What follows belongs to an exercise in optimizing a design on an open flow for small area, a short achievable clock period and few clock cycles per item; a production flow would make more cautious choices. Function was checked by simulation only, so behaviour that the tests miss may differ from the original.

[design/flow/design.v]
module lpc_synth (
    input  wire        clk,
    input  wire        rst,
    input  wire        in_valid,
    output wire        in_ready,
    input  wire [15:0] in_data,
    output reg         out_valid,
    input  wire        out_ready,
    output reg  [15:0] out_data,
    output wire [7:0]  out_sexp
);
    localparam integer LPCO       = 16;
    localparam integer FRSZ       = 80;
    localparam integer LPC_Q      = 12;
    localparam integer PE_Q       = 14;
    localparam integer SEXP_MIN   = -4;
    localparam integer SEXP_MAX   = 10;
    localparam integer RESET_SEXP = 0;
    localparam signed [7:0] SEXP_MIN8   = SEXP_MIN;
    localparam signed [7:0] SEXP_MAX8   = SEXP_MAX;
    localparam signed [7:0] RESET_SEXP8 = RESET_SEXP;
    localparam signed [15:0] PEA  = 16'sd4915;    
    localparam signed [15:0] PEB  = 16'sd11141;   
    localparam [2:0] S_LOAD    = 3'd0,
                     S_INIT    = 3'd1,
                     S_MAC     = 3'd2,
                     S_FIN     = 3'd3,
                     S_EXP     = 3'd4,
                     S_RESCALE = 3'd5,
                     S_DEEMPH  = 3'd6,
                     S_OUT     = 3'd7;
    reg       out_calc;            
    reg [2:0] state;
    reg       real_pass;           
    reg [6:0] wcnt;                
    reg [6:0] n;                   
    reg [3:0] tap;                 
    reg signed [15:0] coef [0:LPCO-1];    
    reg signed [15:0] dq   [0:FRSZ-1];
    reg signed [15:0] st [0:LPCO-1];      
    reg signed [15:0] de_y1, de_z1;       
    reg signed [7:0]  sexp;               
    reg signed [15:0] wm [0:LPCO-1];
    reg signed [31:0] acc;
    reg        [19:0] peak;
    reg signed [5:0]  delta;
    reg signed [15:0] y_reg;
    reg signed [15:0] z_reg;
    integer k, b, m;
    assign in_ready = (state == S_LOAD);
    assign out_sexp = sexp;
    function signed [31:0] sat32(input signed [32:0] v);
        if (v > 33'sd2147483647)       sat32 = 32'sh7fffffff;
        else if (v < -33'sd2147483648) sat32 = 32'sh80000000;
        else                           sat32 = v[31:0];
    endfunction
    function signed [15:0] sat16_40(input signed [39:0] v);
        if (v > 40'sd32767)       sat16_40 = 16'sh7fff;
        else if (v < -40'sd32768) sat16_40 = 16'sh8000;
        else                      sat16_40 = v[15:0];
    endfunction
    function signed [15:0] tofix(input signed [15:0] x, input signed [7:0] e);
        reg signed [39:0] w;
        begin
            if (e >= 0) begin
                w = {{24{x[15]}}, x};
                w = w <<< e;
            end else begin
                w = {{24{x[15]}}, x};
                w = (w + (40'sd1 <<< (-e - 1))) >>> (-e);
            end
            tofix = sat16_40(w);
        end
    endfunction
    function shl16_ov(input signed [15:0] x, input signed [5:0] d);
        reg signed [39:0] w;
        begin
            w = {{24{x[15]}}, x};
            w = w <<< d;
            shl16_ov = (d > 0) && ((w > 40'sd32767) || (w < -40'sd32768));
        end
    endfunction
    function signed [15:0] shl16(input signed [15:0] x, input signed [5:0] d);
        reg signed [39:0] w;
        begin
            w = {{24{x[15]}}, x};
            if (d >= 0) w = w <<< d;
            else        w = w >>> (-d);
            shl16 = w[15:0];
        end
    endfunction
    wire signed [15:0] u_in     = tofix(dq[n], sexp);
    wire signed [31:0] prod     = coef[tap] * wm[LPCO-1-tap];     
    wire signed [31:0] acc_next = sat32({acc[31], acc} - {prod[31], prod});
    wire signed [32:0] acc_rnd  = {acc[31], acc} + 33'sd2048;
    wire signed [20:0] yraw     = acc_rnd[32:LPC_Q];             
    wire        [19:0] yabs     = yraw[20] ? -yraw[19:0] : yraw[19:0];
    wire signed [15:0] ysat     = sat16_40({{19{yraw[20]}}, yraw});
    reg [4:0] plen;
    always @(*) begin
        plen = 5'd0;
        for (b = 0; b < 20; b = b + 1)
            if (peak[b]) plen = b + 1;
    end
    wire signed [7:0] dlt_raw = (peak == 20'd0) ? (SEXP_MAX8 - sexp) : (8'sd14 - $signed({3'b000, plen}));
    wire signed [7:0] sx_try  = sexp + dlt_raw;
    wire signed [7:0] sx_clmp = (sx_try > SEXP_MAX8) ? SEXP_MAX8 :
                                (sx_try < SEXP_MIN8) ? SEXP_MIN8 : sx_try;
    wire signed [5:0] dlt_init = sx_clmp - sexp;
    reg resc_ov;
    always @(*) begin
        resc_ov = shl16_ov(de_y1, delta) | shl16_ov(de_z1, delta);
        for (m = 0; m < LPCO; m = m + 1)
            resc_ov = resc_ov | shl16_ov(st[m], delta);
    end
    wire signed [31:0] pe_a_p  = PEA * de_y1;
    wire signed [31:0] pe_b_p  = PEB * de_z1;
    wire signed [31:0] de_acc0 = {{2{y_reg[15]}}, y_reg, 14'd0};
    wire signed [31:0] de_acc1 = sat32({de_acc0[31], de_acc0} - {pe_a_p[31], pe_a_p});
    wire signed [31:0] de_acc2 = sat32({de_acc1[31], de_acc1} + {pe_b_p[31], pe_b_p});
    wire signed [32:0] de_rnd  = {de_acc2[31], de_acc2} + 33'sd8192;
    wire signed [18:0] de_shr  = de_rnd[32:PE_Q];
    wire signed [15:0] z_val   = sat16_40({{21{de_shr[18]}}, de_shr});
    reg signed [39:0] pcm_w;
    always @(*) begin
        pcm_w = {{24{z_reg[15]}}, z_reg};
        if (sexp > 0)
            pcm_w = (pcm_w + (40'sd1 <<< (sexp - 1))) >>> sexp;
        else if (sexp < 0)
            pcm_w = pcm_w <<< (-sexp);
    end
    wire signed [15:0] pcm_val = sat16_40(pcm_w);
    always @(posedge clk) begin
        if (rst) begin
            state     <= S_LOAD;
            real_pass <= 1'b0;
            wcnt      <= 7'd0;
            n         <= 7'd0;
            tap       <= 4'd0;
            out_valid <= 1'b0;
            de_y1     <= 16'sd0;
            de_z1     <= 16'sd0;
            sexp      <= RESET_SEXP8;
            for (k = 0; k < LPCO; k = k + 1)
                st[k] <= 16'sd0;
        end else begin
            case (state)
            S_LOAD: begin
                if (in_valid) begin
                    if (wcnt < LPCO)
                        coef[wcnt[3:0]] <= in_data;
                    else
                        dq[wcnt - LPCO] <= in_data;
                    if (wcnt == LPCO + FRSZ - 1) begin
                        wcnt      <= 7'd0;
                        n         <= 7'd0;
                        real_pass <= 1'b0;
                        peak      <= 20'd0;
                        for (k = 0; k < LPCO; k = k + 1)
                            wm[k] <= st[k];
                        state     <= S_INIT;
                    end else begin
                        wcnt <= wcnt + 7'd1;
                    end
                end
            end
            S_INIT: begin
                acc   <= {{4{u_in[15]}}, u_in, 12'd0};    
                tap   <= 4'd0;
                state <= S_MAC;
            end
            S_MAC: begin
                acc <= acc_next;
                if (tap == LPCO - 1)
                    state <= S_FIN;
                else
                    tap <= tap + 4'd1;
            end
            S_FIN: begin
                for (k = 0; k < LPCO - 1; k = k + 1)
                    wm[k] <= wm[k+1];
                wm[LPCO-1] <= ysat;
                if (!real_pass) begin
                    if (yabs > peak)
                        peak <= yabs;
                    if (n == FRSZ - 1)
                        state <= S_EXP;
                    else begin
                        n     <= n + 7'd1;
                        state <= S_INIT;
                    end
                end else begin
                    y_reg <= ysat;
                    state <= S_DEEMPH;
                end
            end
            S_EXP: begin
                delta <= dlt_init;
                state <= S_RESCALE;
            end
            S_RESCALE: begin
                if (resc_ov && delta > 0) begin
                    delta <= delta - 6'sd1;
                end else begin
                    for (k = 0; k < LPCO; k = k + 1) begin
                        st[k] <= shl16(st[k], delta);
                        wm[k] <= shl16(st[k], delta);
                    end
                    de_y1     <= shl16(de_y1, delta);
                    de_z1     <= shl16(de_z1, delta);
                    sexp      <= sexp + {{2{delta[5]}}, delta};
                    n         <= 7'd0;
                    real_pass <= 1'b1;
                    state     <= S_INIT;
                end
            end
            S_DEEMPH: begin
                z_reg     <= z_val;
                de_y1     <= y_reg;
                de_z1     <= z_val;
                out_calc  <= 1'b1;
                state     <= S_OUT;
            end
            S_OUT: begin
                if (out_calc) begin
                    out_data  <= pcm_val;
                    out_valid <= 1'b1;
                    out_calc  <= 1'b0;
                end else if (out_ready) begin
                    out_valid <= 1'b0;
                    if (n == FRSZ - 1) begin
                        for (k = 0; k < LPCO; k = k + 1)
                            st[k] <= wm[k];
                        state <= S_LOAD;
                    end else begin
                        n     <= n + 7'd1;
                        state <= S_INIT;
                    end
                end
            end
            default: state <= S_LOAD;
            endcase
        end
    end
endmodule
[design/flow/constraint.sdc]
create_clock -name core_clock -period 12.0 [get_ports {clk}]
set_input_delay 2.4000 -clock core_clock [delete_from_list [all_inputs] [get_ports {clk}]]
set_output_delay 2.4000 -clock core_clock [all_outputs]
set_load 0.01 [all_outputs]
[design/flow/config.mk]
export PLATFORM = sky130hd
export DESIGN_NAME = lpc_synth
export DESIGN_NICKNAME = lpc_synth
export VERILOG_FILES = /design/flow/design.v
export SDC_FILE = /design/flow/constraint.sdc
export NUM_CORES = 8
export LEC_CHECK = 0
export CAP_MARGIN = 20
export CORE_MARGIN = 2
export CORE_UTILIZATION = 40
export PLACE_DENSITY = 0.6
export SLEW_MARGIN = 20
[design/flow/run.sh]
#!/bin/bash
# synth_recipe.tcl (not shown) runs the flow's synth.tcl, then flattens the netlist and writes it again
# the make line also repeats each setting of config.mk as NAME=value (left out here)
make -C /OpenROAD-flow-scripts/flow DESIGN_CONFIG=/design/flow/config.mk WORK_HOME=/design/flow/orfs CLKGATE_MAP_FILE= SYNTH_SCRIPT=/design/flow/synth_recipe.tcl finish
==> notes.md <==
## cells in the final DEF (no fill, tap or decap), types with 120 or more instances in the layout
master	instances
nand2_1	1964
edfxtp_1	1899
nor2_1	1588
a21oi_1	1231
mux2i_1	1175
o21ai_0	1094
inv_1	866
mux4_2	548
buf_4	513
fa_1	501
a22oi_1	489
ha_1	469
dfxtp_1	313
nand3_1	289
a211oi_1	285
clkbuf_16	244
nor3_1	227
mux2_2	197
a31oi_1	195
a21o_1	161
xnor2_1	160
nor2b_1	126
nand4_1	120
## per-stage QoR
stage	cell area (um2)
2_1_floorplan	168000
3_3_place_gp	175000
3_5_place_dp	175000
4_1_cts	183000
5_1_grt	183000
6_report	183000
## metal layers
metal | vias up | global-route usage, % | share of wire, %
met4 | 42 | 14.6 | 5.4
met5 | - | 0 | 0.043
met1 | 73500 | 44.3 | 40
met2 | 9250 | 46.4 | 42
li1 | 62700 | - | -
met3 | 1750 | 9.43 | 13
## kinds of logic (layout without fill, tap and decap cells)
kind of cell             Yosys count  after routing  share of synthesized area, %
multiplexers                    1922           1922                          15.7
other                              0             50                             0
AO/OA/AOI/OAI                   4600           4600                          17.5
adder cells (fa/ha/maj)          982            982                          9.52
AND/OR/NAND/NOR                 4969           4969                          12.9
flip-flops                      2229           2229                          37.8
XOR/XNOR                         248            248                          1.29
buffers and inverters           2244           1903                          5.32
## critical path: cells and delay by family (launching register included)
| kind | cells | cell delay (ns) |
|---|---|---|
| buffers and inverters | 4 | 0.54 |
| DFF | 1 | 0.82 |
| AOI/OAI and AO/OA | 11 | 2.77 |
| adders and majority gates | 7 | 3.54 |
| and+or+nand+nor | 10 | 3.26 |
| xor gates and xnor gates | 1 | 0.26 |
## cell type report
type                            instances  area, um2  share of cell area [%]
Sequential cell                      2229      63700                    34.8
Antenna cell                           50        125                  0.0683
Clock inverter                        128       1480                   0.806
Timing Repair Buffer                  575       4810                    2.62
Multi-Input combinational cell      12700      96300                    52.6
Inverter                              884       3340                    1.82
Clock buffer                          316       6530                    3.56
Tap cell                             5520       6910                    3.77
## timing repair
action                                 in CTS  in global routing
hold buffers                                0                  0
buffers inserted                            0                  0
setup endpoints to repair                   0                 30
resized for setup                           0                  8
endpoints found under the hold margin       0                  0
## worst max path at each step
stage | from | end | slack [ns] | depth (start not counted)
2_1_floorplan | delta[0]$_DFFE_PP_ | wm[0][0]$_DFFE_PP_ | 0.27 | 20
3_3_place_gp | de_y1[10]$_SDFFE_PP0P_ | z_reg[11]$_DFFE_PP_ | 0.30 | 42
3_5_place_dp | de_y1[10]$_SDFFE_PP0P_ | de_z1[14]$_SDFFE_PP0P_ | 0.32 | 43
4_1_cts | de_y1[10]$_SDFFE_PP0P_ | z_reg[14]$_DFFE_PP_ | 0.30 | 42
5_1_grt | de_y1[3]$_SDFFE_PP0P_ | de_z1[0]$_SDFFE_PP0P_ | 0.04 | 43
6_report | tap[3]$_SDFFE_PP0P_ | acc[19]$_DFFE_PP_ | 0.63 | 33
==> out/results.md <==
| Parameter | Value |
|---|---|
| Status | complete, no violations |
| Clk pin slew, worst setup/hold paths | 0.07 ns |
| Number of DRC violations after detailed-routing iteration 0 | 22.5k |
| Cell with the largest stage delay on the worst path | and2_0 |
| Crit start category | flip-flop |
| Startpoint of the most critical register-to-register path | tap[3]$_SDFFE_PP0P_ |
| Number of ports placed on the die boundary | 46 |
| NumNets Final | 17.6k |
| Residual DRC count | 0 |
| Dominant cells by area after synthesis | edfxtp_1 (34%), mux4_2 (7.3%), mux2i_1 (7.0%) |
| Y dimension of the die | 653 um |
| Via density | 6.57 |
| Number of filler instances in the final layout | 39.9k |
| Net count after synthesis | 18.2k |
| Time the worst path needs with I/O delays and setup | 11.37 ns |
| Hold path endpoint | out_valid$_SDFFE_PP0P_ |
| Endpoint required time on the critical path | 12.79 ns |
| Die Outline Area | 426000 um2 |
| Fraction of layout cells with a size suffix above 1 | 11.4% |
| Synthesis-to-finish area growth | 8.88% |
| Antenna violations before repair | 68 |
| Final setup violating endpoints | 0 |
| Count of antenna-violating nets left after detailed routing | 0 |
| Top_reg_cell synth | edfxtp_1 |
| Number of synthesized flops with an enable pin | 1899 |
| Flip-flop and latch count after synthesis | 2229 |
| Proportion of synthesized chip area in sequential cells | 37.8% |
| Highest net fanout along the worst path | 18 |
| Via count of the first global-routing pass | 136k |
| Total overflow reported by the global router | 0 |
| Yosys synthesis warning count | 3 |
| Routed via count | 147k |
| Largest register by flop count | dq |
| Setup ws final | 0.631 ns |
| Total clock buffers created by CTS | 241 |
| CTS root buf | clkbuf_16 |
| Largest register FFs | 1280 |
| Data arrival time at the worst-slack endpoint | 12.16 ns |
| Worst Setup Slack post-DPL | 0.324 ns |
| Summed instance area of the synthesized netlist | 168000 um2 |
| Number of cells on the worst reg-to-reg path | 33 |
| Std cell rows | 238 |
| Cell depth of the worst hold path | 2 |
| CP most frequent cell | fa_1 |
| Max Transition Viols Final | 0 |
| Register-to-Register Setup Slack | 0.63 ns |
| Max Clock Skew | 0.114 ns |
| Routability congestion estimate | 1.03 |
| Post-Route Hold Slack | 0.462 ns |
| Endpoint class of the critical path | flip-flop |
| Hold violation count in the final report | 0 |
| Worst r2r dst | acc[19]$_DFFE_PP_ |
| Timing-limited maximum frequency | 0.0880 GHz |
| Wire length of the first global-routing pass | 1010000 um |
| Post-route setup TNS | 0 ns |
| Worst Max-Slew Pin Slew | 1.32 ns |
| Final HPWL from detailed placement | 504000 um |
| Number of cells produced by synthesis | 17.2k |
| Dpl cells | 21.9k |
| Post-route core utilization | 43.7% |
| Async S/R FF share, synth | 0% |
| Library cell with the highest instance count after synthesis | nand2_1 |
| Average wire per standard cell | 31.6 um |
| Die extent in x | 653 um |
| Number of detailed-routing iterations run before antenna repair | 9 |
| Effective utilization at floorplan | 40.1% |
| Overall global routing resource usage | 32.1% |
| Number of max-capacitance violations reported | 0 |
| Unrepaired setup endpoints after global routing | no |
| Number of non-filler instances in the completed layout | 22.4k |
| Hold path start | out_valid$_SDFFE_PP0P_ |
| H-Tree Level Count | 4 |
| Cell accounting for the most synthesized area | edfxtp_1 |
| Pin count of the biggest net entering global routing | 199 |
| Syn avg cell area | 9.79 um2 |
| Deepest clock path buffer count | 4 |
| Clock latency of the later-clocked register in the worst-skew pair | 1.01 ns |
| Number of port buffers | 45 |
| CTS Sinks | 2229 |
| Clock tree from TritonCTS | built |
| Worst max-slew margin expressed relative to the limit | 11.9% |
| Ratio of final minimum period to clock period | 94.7% |
| Final wirelength | 708000 um |
| Standard cell core area | 420000 um2 |
| Fraction of synthesized cell area taken by the top area cell type | 33.9% |
| Kind of critical path | reg2reg |
| Count of different cell masters after synthesis | 101 |
| Worst hold-check path type | reg2reg |
| Top cells by count, synth | nand2_1 (1976), edfxtp_1 (1899), nor2_1 (1627) |
| Stage delay of the slowest cell on the critical path | 0.93 ns |
Testbench counts, summed over its fixed seeds: cycles 193,080, frames 60.

[what the ideal ports hide]
In the flow no input, the clock included, has a driving cell. The finished layout below was timed again as built, in two steps. Step 1 sets driving cells, clkbuf_16 on the clock port and buf_2 on the other inputs (assumed; they add their load-dependent delay and slew). Step 2 moves the port delays by t, midway between the first and last clock arrival at a register: inputs arrive t later, outputs are due t later. That takes back most of the time a late clock gives input paths. Slacks: no drivers / after step 1 / after step 2; pairs: no drivers / after step 1.
shift t [ns]: 1.068
setup WS [ns]: 0.631 / 0.631 / 0.631
hold WS [ns]: 0.462 / 0.462 / 0.462
slew at the worst register clock pin (ns): 0.08 / 0.08
worst slew at a driven data input, ns: 0.34
After both steps this run still meets setup and hold. For this run, drivers alone change the setup slack by 0.000 ns; drivers and shift together by 0.000 ns.
